This design comes from an exercise in tuning for small area, a short achievable clock period and few clock cycles on the open sky130 flow, not from production work.
The RTL was checked by simulation tests, not by an equivalence proof against the original design.
Power and IR drop assume default switching activity.

## lzss_compress
module lzss_compress (
    input  wire        clk,
    input  wire        rst,
    input  wire        wr_en,
    input  wire [7:0]  wr_addr,
    input  wire [7:0]  wr_data,
    input  wire        start,
    input  wire [8:0]  src_len,
    output wire        busy,
    output wire        tok_valid,
    input  wire        tok_ready,
    output wire        tok_match,
    output wire [15:0] tok_data
);
Size: ~9800 cells after synthesis, roughly 2700 flip-flops.
clock: 10.0 ns
lec_check: 0
cap_margin: 20
core_margin: 2
core_utilization: 50
cts_cluster_size: 30
setup_slack_margin: 5
slew_margin: 20
standard.sh (not shown) runs the stock make flow with config.mk's settings and CLKGATE_MAP_FILE= SYNTH_SCRIPT=/design/flow/synth_recipe.tcl, a recipe that flattens the netlist after the stock synthesis.
==> flow/flow/run.sh <==
#!/bin/bash
# The standard layout (standard.sh) with one change: the timing repair
# after floorplan, clock tree synthesis and global routing aims for a setup
# slack of SETUP_PUSH ns at the design's clock period instead of the
# SETUP_SLACK_MARGIN of config.mk. The clock, constraints, synthesis and every
# other step are the standard flow's own.
set -euo pipefail
SETUP_PUSH=5.6
grep -q 'SETUP_SLACK_MARGIN=5 ' standard.sh
sed "s/SETUP_SLACK_MARGIN=5 /SETUP_SLACK_MARGIN=${SETUP_PUSH} /" standard.sh > standard_push.sh
bash standard.sh synth > log_synth.txt 2>&1
bash standard_push.sh > log_layout.txt 2>&1
test -s out/final.def
The baseline completed with no timing, DRC or antenna violations.
Testbench counts at the start, summed over its fixed seeds: cycles 39,674.
Change:
--- a/flow/flow/run.sh
+++ b/flow/flow/run.sh
@@ -6,5 +6,5 @@
 # other step are the standard flow's own.
 set -euo pipefail
-SETUP_PUSH=5.6
+SETUP_PUSH=5.8
 grep -q 'SETUP_SLACK_MARGIN=5 ' standard.sh
 sed "s/SETUP_SLACK_MARGIN=5 /SETUP_SLACK_MARGIN=${SETUP_PUSH} /" standard.sh > standard_push.sh
--- a/flow/config.mk
+++ b/flow/config.mk
@@ -8,5 +8,5 @@
 export CAP_MARGIN = 20
 export CORE_MARGIN = 2
-export CORE_UTILIZATION = 50
+export CORE_UTILIZATION = 45
 export CTS_CLUSTER_SIZE = 30
 export SETUP_SLACK_MARGIN = 5
Result: Maximum frequency came out lower by 3.5%. Count of clock-buffer cells in the layout goes up by 9. Synthesized cell count is unchanged. Setup slack is worse by 0.17 ns. Routed wire length climbs by 2.3%. Design area rises by 0.58%. First-iteration DRC count rises by 9.2%. Non-clock buffer count drops by 1. Global-route usage is lower by 3.3 points. Total power came out higher by 0.34%. Critical path depth goes up by 7.

Setup of v20:
The RTL this note starts from:
==> flow/design.v <==
module lzss_compress (
    input  wire        clk,
    input  wire        rst,
    input  wire        wr_en,
    input  wire [7:0]  wr_addr,
    input  wire [7:0]  wr_data,
    input  wire        start,
    input  wire [8:0]  src_len,
    output wire        busy,
    output wire        tok_valid,
    input  wire        tok_ready,
    output wire        tok_match,
    output wire [15:0] tok_data
);
    genvar g;
    reg        wen_r;
    reg  [7:0] waddr_r;
    reg  [7:0] wdata_r;
    reg        busy_r;
    always @(posedge clk) begin
        if (rst) wen_r <= 1'b0;
        else     wen_r <= wr_en & ~busy_r;
        waddr_r <= wr_addr;
        wdata_r <= wr_data;
    end
    wire [2047:0] mem;
    generate
        for (g = 0; g < 256; g = g + 1) begin : row
            reg [7:0] b;
            always @(posedge clk)
                if (wen_r && waddr_r == g) b <= wdata_r;
            assign mem[g*8 +: 8] = b;
        end
    endgenerate
    reg         run;
    reg  [8:0]  n;
    reg  [8:0]  ptr;       
    reg  [8:0]  ptr1;      
    reg  [4:0]  k;         
    reg         fresh;     
    reg         mrg;       
    reg         rl;        
    reg  [7:0]  c;         
    reg  [7:0]  c_prev;    
    reg  [7:0]  c_prev2;   
    reg  [255:1] V;        
    reg  [255:1] U;        
    reg         pend;
    reg         p_m;
    reg  [7:0]  p_a;       
    reg  [3:0]  p_any;     
    reg  [23:0] p_idx;     
    reg  [3:0]  p_l;       
    reg         o_valid;
    reg  [16:0] o_tok;
    wire o_free = ~o_valid | tok_ready;
    wire p_free = ~pend | o_free;
    wire go     = run & p_free;
    wire [255:0] mask;
    generate
        for (g = 0; g < 256; g = g + 1) begin : msk
            assign mask[g] = (ptr > g);
        end
    endgenerate
    wire [255:0] E;
    generate
        for (g = 0; g < 256; g = g + 1) begin : cmp
            assign E[g] = (mem[g*8 +: 8] == c);
        end
    endgenerate
    wire [255:1] Vs = fresh ? mask[254:0] : mrg ? {U[254:1], 1'b0} : {V[254:1], 1'b0};
    wire [255:1] S  = E[254:0] & Vs;
    wire [255:1] S2 = E[254:0] & mask[254:0];
    wire lt_n    = (ptr < n);
    wire can_cmp = (k != 5'd18) && lt_n;
    wire anyS    = |S;
    wire cont    = can_cmp & anyS;
    wire k_is2   = (k == 5'd2);
    wire merge   = ~fresh & ~k_is2;
    function [5:0] first64;
        input [63:0] v;
        integer q;
        begin
            first64 = 6'd63;
            for (q = 62; q >= 0; q = q - 1)
                if (v[q]) first64 = q;
        end
    endfunction
    wire [255:0] Vf = {V, 1'b0};
    wire [3:0]   q_any;
    wire [23:0]  q_idx;
    generate
        for (g = 0; g < 4; g = g + 1) begin : enc
            assign q_any[g]        = |Vf[g*64 +: 64];
            assign q_idx[g*6 +: 6] = first64(Vf[g*64 +: 64]);
        end
    endgenerate
    wire       is_m    = ~fresh & ~mrg & (k > 5'd2);
    wire [7:0] lit     = fresh ? c : (k[1] ? c_prev2 : c_prev);
    wire [4:0] len_m3  = k - 5'd3;
    wire [7:0] rd_next = mem[ptr1[7:0]*8 +: 8];
    wire emit = go & ~rl & ~cont;
    wire [8:0] p_cur = ptr - {4'd0, k};    
    wire done = merge ? ~lt_n : (fresh & (ptr1 >= n));
    wire [7:0] c0 = (wen_r && waddr_r == 8'd0) ? wdata_r : mem[7:0];
    wire       backup   = ~cont & ~merge & ~fresh;
    always @(posedge clk) begin
        if (rst) begin
            run <= 1'b0;
        end else if (!busy_r) begin
            run <= start & (src_len != 9'd0);
        end else if (emit && done) begin
            run <= 1'b0;
        end
    end
    always @(posedge clk) begin
        if (!busy_r) begin
            n      <= src_len;
            ptr    <= 9'd0;
            ptr1   <= 9'd1;
            k      <= 5'd0;
            fresh  <= 1'b1;
            mrg    <= 1'b0;
            c      <= c0;
            rl     <= 1'b0;
        end else if (!go) begin
            ptr    <= p_cur;
            ptr1   <= p_cur;
            k      <= 5'd0;
            fresh  <= 1'b1;
            mrg    <= 1'b0;
            rl     <= 1'b1;
        end else if (rl) begin
            ptr    <= ptr1;
            ptr1   <= ptr1 + 9'd1;
            c      <= rd_next;
            rl     <= 1'b0;
        end else begin
            ptr    <= backup ? ptr - 9'd1 : ptr1;
            ptr1   <= backup ? ptr : ptr1 + 9'd1;
            k      <= cont ? k + 5'd1 : {4'd0, merge};
            fresh  <= ~cont & ~merge;
            mrg    <= ~cont & merge;
            c      <= backup ? c_prev : rd_next;
        end
    end
    always @(posedge clk) begin
        c_prev  <= c;
        c_prev2 <= c_prev;
        V       <= S;
        U       <= S2;
    end
    wire [1:0] jq    = p_any[0] ? 2'd0 : p_any[1] ? 2'd1 : p_any[2] ? 2'd2 : 2'd3;
    wire [5:0] jlo   = p_idx[jq*6 +: 6];
    wire [8:0] p_off = {1'b0, p_a} - {1'b0, jq, jlo};
    always @(posedge clk) begin
        if (rst) begin
            pend    <= 1'b0;
            o_valid <= 1'b0;
        end else begin
            if (p_free) pend <= emit;
            if (o_free) o_valid <= pend;
        end
        if (go) begin
            p_m <= is_m;
            p_a <= is_m ? ptr[7:0] : lit;
            p_any <= q_any;
            p_idx <= q_idx;
            p_l <= len_m3[3:0];
        end
        if (o_free && pend)
            o_tok <= p_m ? {1'b1, 4'd0, p_off[7:0], p_l} : {1'b0, 8'd0, p_a};
    end
    wire run_nx  = run & ~(emit & done);
    wire pend_nx = p_free ? emit : pend;
    wire o_nx    = o_free ? pend : o_valid;
    always @(posedge clk) begin
        if (rst)          busy_r <= 1'b0;
        else if (!busy_r) busy_r <= start;
        else              busy_r <= run_nx | pend_nx | o_nx;
    end
    assign busy      = busy_r;
    assign tok_valid = o_valid;
    assign tok_match = o_tok[16];
    assign tok_data  = o_tok[15:0];
endmodule
export LEC_CHECK = 0
export CAP_MARGIN = 20
export CORE_MARGIN = 2
export CORE_UTILIZATION = 40
export CTS_CLUSTER_SIZE = 30
export SETUP_SLACK_MARGIN = 5
export SLEW_MARGIN = 20
create_clock -name core_clock -period 10.0 [get_ports {clk}]
==> flow/flow/run.sh <==
#!/bin/bash
# The standard layout (standard.sh) with one change: the timing repair
# after floorplan, clock tree synthesis and global routing aims for a setup
# slack of SETUP_PUSH ns at the design's clock period instead of the
# SETUP_SLACK_MARGIN of config.mk. The clock, constraints, synthesis and every
# other step are the standard flow's own.
set -euo pipefail
SETUP_PUSH=5.6
grep -q 'SETUP_SLACK_MARGIN=5 ' standard.sh
sed "s/SETUP_SLACK_MARGIN=5 /SETUP_SLACK_MARGIN=${SETUP_PUSH} /" standard.sh > standard_push.sh
bash standard.sh synth > log_synth.txt 2>&1
bash standard_push.sh > log_layout.txt 2>&1
test -s out/final.def
v20 was carried through to the last stage, and its layout satisfied the timing, DRC and antenna checks.
Testbench counts of v20, summed over its fixed seeds: cycles 39,674.
### v20 -> v10
==> flow/run.sh (new file) <==
#!/bin/bash
# synth_recipe.tcl (not shown) runs the flow's synth.tcl, then flattens the netlist and writes it again
# the make line also repeats each setting of config.mk as NAME=value (left out here)
make -C /OpenROAD-flow-scripts/flow DESIGN_CONFIG=/design/flow/config.mk WORK_HOME=/design/flow/orfs CLKGATE_MAP_FILE= SYNTH_SCRIPT=/design/flow/synth_recipe.tcl finish
removed: flow/flow/run.sh
removed: flow/standard.sh
Notes after the runs:
- Sum of net half-perimeters after detailed placement in v10 is about 1% above v20.
- Compared to v20, v10 reaches a lower achievable clock.
- In v10, the clock group share of total power came out 0.3 points below the value in v20.
- On number of placed instances, taps included, v10 and v20 are basically level.
- Core util | v10 vs v20 | v10 lower
#### Input delta (v26 over v10)
# v10
export LEC_CHECK = 0
export CAP_MARGIN = 20
export CORE_MARGIN = 2
export CORE_UTILIZATION = 40
export CTS_CLUSTER_SIZE = 30
export SETUP_SLACK_MARGIN = 5
export SLEW_MARGIN = 20
create_clock -name core_clock -period 10.0 [get_ports {clk}]
# v26
export LEC_CHECK = 0
export CAP_MARGIN = 20
export CORE_MARGIN = 2
export CORE_UTILIZATION = 40
export CTS_CLUSTER_SIZE = 30
export SETUP_SLACK_MARGIN = 5
export SLEW_MARGIN = 20
export TNS_END_PERCENT = 5
create_clock -name core_clock -period 10.0 [get_ports {clk}]
==> flow/flow/run.sh (new file) <==
#!/bin/bash
# The standard layout (standard.sh) with one change: the timing repair
# after floorplan, clock tree synthesis and global routing aims for a setup
# slack of SETUP_PUSH ns at the design's clock period instead of the
# SETUP_SLACK_MARGIN of config.mk. The clock, constraints, synthesis and every
# other step are the standard flow's own.
set -euo pipefail
SETUP_PUSH=5.6
grep -q 'SETUP_SLACK_MARGIN=5 ' standard.sh
sed "s/SETUP_SLACK_MARGIN=5 /SETUP_SLACK_MARGIN=${SETUP_PUSH} /" standard.sh > standard_push.sh
bash standard.sh synth > log_synth.txt 2>&1
bash standard_push.sh > log_layout.txt 2>&1
test -s out/final.def
==> flow/standard.sh (new file) <==
#!/bin/bash
# synth_recipe.tcl (not shown) runs the flow's synth.tcl, then flattens the netlist and writes it again
# the make line also repeats each setting of config.mk as NAME=value (left out here)
make -C /OpenROAD-flow-scripts/flow DESIGN_CONFIG=/design/flow/config.mk WORK_HOME=/design/flow/orfs CLKGATE_MAP_FILE= SYNTH_SCRIPT=/design/flow/synth_recipe.tcl "${@:-finish}"
removed: flow/run.sh
==> comparison <==
Delta (v26 minus v10): post-CTS setup repair buffer count moved up, clock period minus worst slack moved down, clock tree cell share of total cell area level.
In v26, proportion of power drawn by combinational gates is higher than in v10.
Compared with v10, v26 ends up with a larger final cell area.
Sort v26 and v10 by total CTS buffers asc -> top: v10

## what the ideal ports hide
In the flow no input, the clock included, has a driving cell. The finished layouts below were timed again as built, in two steps.
Step 1 sets driving cells, clkbuf_16 on the clock port and buf_2 on the other inputs (assumed; they add their load-dependent delay and slew).
Step 2, shift: input delay + t, output delay - t, t = (earliest + latest rising clock arrival at the registers) / 2. This alone moves slack from input paths to output paths.
Slacks: no drivers / after step 1 / after step 2; pairs: no drivers / after step 1.
run	t (ns)	setup slack, ns	worst setup path at the end
the first run of note 1	1.034	5.163 / 5.163 / 4.973	input to register
the second run of note 1	1.036	4.988 / 4.988 / 4.983	input to register
v20	1.053	5.405 / 5.405 / 5.199	input to register
v10	1.018	4.911 / 4.911 / 4.522	input to register
v26	1.050	5.319 / 5.319 / 5.214	input to register
After both steps every run listed still meets setup and hold. The setup slack of v10, which loses most, moves by 0.000 ns with the drivers and by -0.389 ns with both steps.
